From an optimization exercise on the open Yosys and OpenROAD flow, aimed at small area, a short achievable clock period and few clock cycles per item; shortcuts taken in it are not production practice.
The RTL was checked by simulation tests, not by an equivalence proof against the original design.
Power is estimated from default activity; no workload was simulated.

==> flow/design.v (excerpt) <==
module hdrs_dec (
    input  wire        clk,
    input  wire        rst,
    input  wire        cmd_valid,
    output wire        cmd_ready,
    input  wire        cmd_op,         
    input  wire        cmd_crc_init,   
    input  wire [4:0]  cmd_nsym,
    input  wire        in_valid,
    output wire        in_ready,
    input  wire [7:0]  in_data,
    output wire        val_valid,
    input  wire        val_ready,
    output wire [31:0] val_data,
    output wire        done,
    output wire [1:0]  done_code,      
    output wire [3:0]  done_sym,
    output wire [9:0]  done_info,
    output wire [4:0]  done_count,
    output wire [6:0]  done_bytes,
    output wire [31:0] done_crc
);
    localparam FD = 6;               
    function [31:0] crc_update;
        input [31:0] st;
        input [7:0]  b;
        integer k;
        reg [31:0] c;
        begin
            c = st ^ {24'd0, b};
            for (k = 0; k < 8; k = k + 1)
                c = c[0] ? ((c >> 1) ^ 32'hEDB88320) : (c >> 1);
            crc_update = c;
        end
    endfunction
    localparam PS_IDLE = 3'd0;
    localparam PS_BM0  = 3'd1;
    localparam PS_BM1  = 3'd2;
    localparam PS_FLD  = 3'd3;
    localparam PS_WRD  = 3'd4;
    localparam PS_STOP = 3'd5;
    localparam CK_0  = 3'd0;
    localparam CK_2  = 3'd1;
    localparam CK_6  = 3'd2;
    localparam CK_8  = 3'd3;
    localparam CK_10 = 3'd4;
    localparam CK_16 = 3'd5;
    localparam TK_DELTA = 2'd1;
    localparam TK_WORD  = 2'd2;
    localparam TK_ERR   = 2'd3;
    reg        err;                  
    reg        q_valid, q_op, q_init, q_bad;
    reg [4:0]  q_n;
  ...
clock: 8.0 ns
lec_check: 0
abc_area: 1
cap_margin: 20
core_margin: 2
core_utilization: 50
cts_cluster_diameter: 80
cts_cluster_size: 24
place_density: 0.65
setup_slack_margin: 4.5
slew_margin: 20
run.sh (not shown) runs the stock make flow with config.mk's settings and CLKGATE_MAP_FILE= SYNTH_SCRIPT=/design/flow/synth_recipe.tcl, a recipe that flattens the netlist after the stock synthesis.
The first run completed without violations.
Testbench counts at the start, summed over its fixed seeds: cycles 14,081, symbols 9,235.
==> next run, changes <==
--- a/flow/design.v
+++ b/flow/design.v
@@ -66,12 +66,13 @@
     reg [1:0]  bnd_pops;             
     reg [4:0]  bnd_cnt;
     reg [2:0]  ps;
     reg        p_op;
     reg [4:0]  p_n;
     reg [15:0] p_bm;                 
+    reg        last_fl;              
     reg [1:0]  p_k;
     reg [6:0]  p_bytes;              
     reg [1:0]  p_popr;
     reg [2:0]  bp;
     reg [4:0]  p_cnt;
     reg [23:0] acc;
@@ -166,13 +167,15 @@
     reg  [1:0]  acc_sh;          
     reg         load_q;
     reg         refuse;
     reg         bq_set;
     reg  [2:0]  ps_n;
     wire [15:0] p_bm_n    = p_bm & (p_bm - 16'd1);
-    wire        last_fl   = (p_bm_n == 16'd0);
+    wire [15:0] p_bm_nn   = p_bm_n & (p_bm_n - 16'd1);
+    wire [15:0] bm_new    = (ps == PS_BM0) ? {bmB & {8{bm_two}}, bmA} : {bmA, p_bm[7:0]};
+    wire        bm_one    = (bm_new != 16'd0) && ((bm_new & (bm_new - 16'd1)) == 16'd0);
     wire        q_load_ok = q_valid && !q_bad && bq_free;
     wire        bnd_free  = !bnd_valid || ev;
     always @(*) begin
         p_go      = 1'b0;
         cons      = CK_0;
         rec_end   = 1'b0;
@@ -446,22 +449,23 @@
             bp <= bp_n;
             p_bytes <= p_be;
             p_popr  <= pops;
             ps <= ps_n;
             if (p_go && (ps == PS_BM0 || ps == PS_BM1)) begin
                 p_cnt <= 5'd0;
-                if (ps == PS_BM0) p_bm <= {bmB & {8{bm_two}}, bmA};
-                else              p_bm[15:8] <= bmA;
+                p_bm    <= bm_new;
+                last_fl <= bm_one;
             end
             if (ps == PS_WRD && p_go)
                 p_k <= (p_k == 2'd2 || (!p_op && p_k == 2'd1)) ? (p_op ? 2'd1 : 2'd0) : p_k + 2'd1;
             if (ps == PS_FLD && acc_sh != 2'd0)
                 p_k <= 2'd1;
             if (emit)
             begin
-                p_bm  <= p_bm_n;
+                p_bm    <= p_bm_n;
+                last_fl <= (p_bm_n != 16'd0) && (p_bm_nn == 16'd0);
                 p_cnt <= p_cnt + 5'd1;
             end
             if (bq_set)
                 bq_valid <= 1'b1;
             else if (bq_take)
                 bq_valid <= 1'b0;
@@ -482,12 +486,13 @@
                 if (q_op) begin
                     ps <= PS_BM0;
                 end else begin
                     ps       <= PS_WRD;
                     for (i = 0; i < 16; i = i + 1)
                         p_bm[i] <= (i < q_n);
+                    last_fl  <= (q_n == 5'd1);
                     bq_valid <= 1'b1;
                 end
             end
             case ({emit, t_take})
                 2'b10: begin
                     if (t_valid) u_valid <= 1'b1;
=>
- setup slack gains 69 ps
- total power drops by a few percent
- die area climbs by a few percent
- sequential power drops slightly
- first-iteration DRC count climbs by a little under a tenth
- clock skew drops by 13 ps
- cell count climbs by a few percent
- count of clock-buffer cells in the layout climbs by 21
- via count climbs by a few percent
- synthesized cell count climbs by a few percent
Testbench counts after the change, summed over its fixed seeds: cycles 14,081, symbols 9,235.

==> port drivers added, routing unchanged <==
The flow's constraints put no driver on any port. The routed layouts listed below were extracted and timed again, unchanged, in two steps. Step 1 sets driving cells, clkbuf_16 on the clock port and buf_2 on the other inputs (assumed; they add their load-dependent delay and slew). Step 2 adds t to the input delays and takes it off the output delays; t is the mean of the earliest and latest rising clock arrival at the registers after step 1. Input paths then give back, and output paths get back, about the clock's delay inside the block. a / b / c = ideal ports / drivers / drivers and shift; a / b = the first two.
| run | t, ns | setup WS [ns] | worst setup path at the end | slew at the worst register clock pin (ns) |
|---|---|---|---|---|
| the first run | 0.686 | 3.884 / 3.884 / 3.884 | register to register | 0.10 / 0.10 |
| the second run | 0.693 | 3.953 / 3.953 / 3.953 | register to register | 0.10 / 0.10 |
After both steps setup and hold are still met in every run listed.
